What follows belongs to an exercise in optimizing a design on an open flow for small area and few clock cycles; a production flow would make more cautious choices. The RTL was checked by simulation tests, not by an equivalence proof against the original design.

// pvd_core
module pvd_core (
    input  wire         clk,
    input  wire         rst,
    input  wire         ev_valid,
    output wire         ev_ready,
    input  wire [175:0] ev,
    input  wire [1:0]   range_sel,
    output wire         ann_valid,
    input  wire         ann_ready,
    output wire [149:0] ann
);
    localparam TS = 64;
    function [TS-1:0] add64;             
        input [TS-1:0] a;
        input [TS-1:0] b;
        input          ci;
        reg            c;
        integer        i;
        begin
            c = ci;
            for (i = 0; i < TS; i = i + 1) begin
                add64[i] = a[i] ^ b[i] ^ c;
                c = (a[i] & b[i]) | (c & (a[i] ^ b[i]));
            end
        end
    endfunction
    function [31:0] add32;               
        input [31:0] a;
        input [31:0] b;
        input        ci;
        reg          c;
        integer      i;
        begin
            c = ci;
            for (i = 0; i < 32; i = i + 1) begin
                add32[i] = a[i] ^ b[i] ^ c;
                c = (a[i] & b[i]) | (c & (a[i] ^ b[i]));
            end
        end
    endfunction
    wire [3:0]    hdr      = ev[3:0];
    wire [TS-1:0] ev_start = ev[67:4];
    wire [TS-1:0] ev_end   = ev[131:68];
    wire [4:0]    rx_len   = ev[136:132];
    wire [15:0]   rx_vec   = ev[153:138];
    wire [4:0]    tx_len   = ev[158:154];
    wire [15:0]   tx_vec   = ev[175:160];
    wire is_bits = !hdr[0];
    wire is_rise = (hdr == 4'b1001);
    reg  [15:0]   acc_rx;
    reg  [15:0]   acc_tx;
    reg           frame_start_valid;
    reg  [TS-1:0] frame_start_ts;
    reg  [TS-1:0] frame_end_ts;
    reg  [TS-1:0] wid_ts;
    reg  [3:0]    wid_rem;      
    reg  [3:0]    wid_m;        
    reg           rx_present;
  ...
For scale: roughly 2100 cells after synthesis, roughly 380 flip-flops, roughly 0.025 mm^2 of cells after synthesis.
export LEC_CHECK = 0
export CAP_MARGIN = 20
export CORE_MARGIN = 2
export CORE_UTILIZATION = 70
export SLEW_MARGIN = 20
create_clock -name core_clock -period 240.0 [get_ports {clk}]
standard.sh (not shown) runs the stock make flow with config.mk's settings and CLKGATE_MAP_FILE= SYNTH_SCRIPT=/design/flow/synth_recipe.tcl, a recipe that flattens the netlist after the stock synthesis.
==> flow/flow/run.sh <==
#!/bin/bash
# The standard layout (standard.sh) with three changes:
#  - synthesis is the standard flow's script (synth_recipe.tcl) unchanged except for the
#    step before ABC: flow/fa_flip_il.py picks the polarity of each full-adder
#    chain to save inverters, and ABC maps the logic with flow/abc_map.script
#    (area-oriented amap) instead of ORFS's speed script; registers are mapped
#    before that step, so they are the standard synthesis's;
#  - the port buffers that global placement inserts are the smallest buffer,
#    sky130_fd_sc_hd__buf_1;
#  - clock tree synthesis uses clkbuf_4 buffers over sink clusters of up to 10
#    flip-flops, without dummy loads.
# The full make output goes to standard_flow.log; the per-step ORFS logs are
# under orfs/logs/.
set -euo pipefail
here=$(pwd)
{ head -n 1 synth_recipe.tcl; cat flow/abc_override.tcl; tail -n +2 synth_recipe.tcl; } > my_synth.tcl
sed "s#SYNTH_SCRIPT=[^ ]*#SYNTH_SCRIPT=$here/my_synth.tcl#" standard.sh > my_standard.sh
export MY_ABC_SCRIPT="$here/flow/abc_map.script"
export FA_FLIP="$here/flow/fa_flip_il.py"
export BUFFER_PORTS_ARGS="-buffer_cell sky130_fd_sc_hd__buf_1"
export CTS_ARGS="-sink_clustering_enable -repair_clock_nets -dont_use_dummy_load -buf_list sky130_fd_sc_hd__clkbuf_4 -sink_clustering_size 10 -sink_clustering_max_diameter 40"
bash my_standard.sh > standard_flow.log 2>&1
==> flow/flow/abc_map.script <==
strash
&get -n
&st
&syn2
&dch -f
&put
dch -f
amap -m -F 4 -A 8
topo
==> flow/flow/abc_override.tcl <==
# Before ABC's technology mapping: write the design out, let
# flow/fa_flip_il.py choose the polarity of each full-adder chain (a full
# adder is self-dual, so a chain can be swapped to its complement form to
# save inverters ABC cannot absorb), and read the rewritten top module back.
# Then run ABC with flow/abc_map.script (area-oriented mapping with amap) in
# place of ORFS's abc_speed.script. Everything else in the synthesis is
# the standard script, and the flip-flops are mapped before this step.
proc abc {args} {
  set pre $::env(RESULTS_DIR)/pre_abc.il
  yosys write_rtlil $pre
  exec python3 $::env(FA_FLIP) $pre $pre.flip.il $::env(DESIGN_NAME) 2>@ stderr
  yosys delete $::env(DESIGN_NAME)
  yosys read_rtlil $pre.flip.il
  yosys hierarchy -top $::env(DESIGN_NAME)
  set i [lsearch -exact $args -script]
  if {$i >= 0} { lset args [expr {$i + 1}] $::env(MY_ABC_SCRIPT) }
  yosys abc {*}$args
}
Other scripts of this flow, unchanged in this note and not shown: flow/flow/fa_flip_il.py
Testbench counts at the start, summed over its fixed seeds: cycles 11,637.
Edit:
--- a/flow/flow/run.sh
+++ b/flow/flow/run.sh
@@ -6 +6 @@
-#    (area-oriented amap) instead of ORFS's speed script; registers are mapped
+#    (logic restructuring with &syn3 and &dch, then area-oriented amap) instead of ORFS's speed script; registers are mapped
==> flow/flow/abc_map.script (replaced) <==
strash
&get -n
&st
&syn3
&dch -f
&put
dch -f
amap -m -F 4 -A 8
topo
--- a/flow/flow/abc_override.tcl
+++ b/flow/flow/abc_override.tcl
@@ -5 +5 @@
-# Then run ABC with flow/abc_map.script (area-oriented mapping with amap) in
+# Then run ABC with flow/abc_map.script (restructuring with &syn3 and &dch, then area-oriented mapping with amap) in
The changed run completed without violations.
Flip-flop and latch count stays the same.
Final area went down slightly.
Register-to-register slack improves by 0.52 ns.
Non-clock buffer count went down by 5.
Sequential share of layout area went up by 0.30 points.
Global-route usage went down by 2.6 points.

re-timing with driven ports:
In the flow no input, the clock included, has a driving cell. The finished layouts below were timed again as built, in two steps. Step 1 assumes that a clkbuf_16 drives the clock port and a buf_2 every other input. Step 2 adds t to the input delays and takes it off the output delays; t is the mean of the earliest and latest rising clock arrival at the registers after step 1. Input paths then give back, and output paths get back, about the clock's delay inside the block. Three values: ideal ports, drivers, drivers and shift; two values: the first two.
run	shift t [ns]	setup slack, ns	latest minus earliest clock arrival (ns)	slew at the worst register clock pin (ns)	pins driven straight from the clock port
the first run	0.842	100.851 / 100.881 / 100.039	0.088 / 0.088	0.11 / 0.11	1
the second run	0.858	101.204 / 101.231 / 100.373	0.114 / 0.114	0.12 / 0.12	1
After both steps setup and hold are still met in every run listed. The setup slack of the second run, which loses most, moves by +0.027 ns with the drivers and by -0.831 ns with both steps.
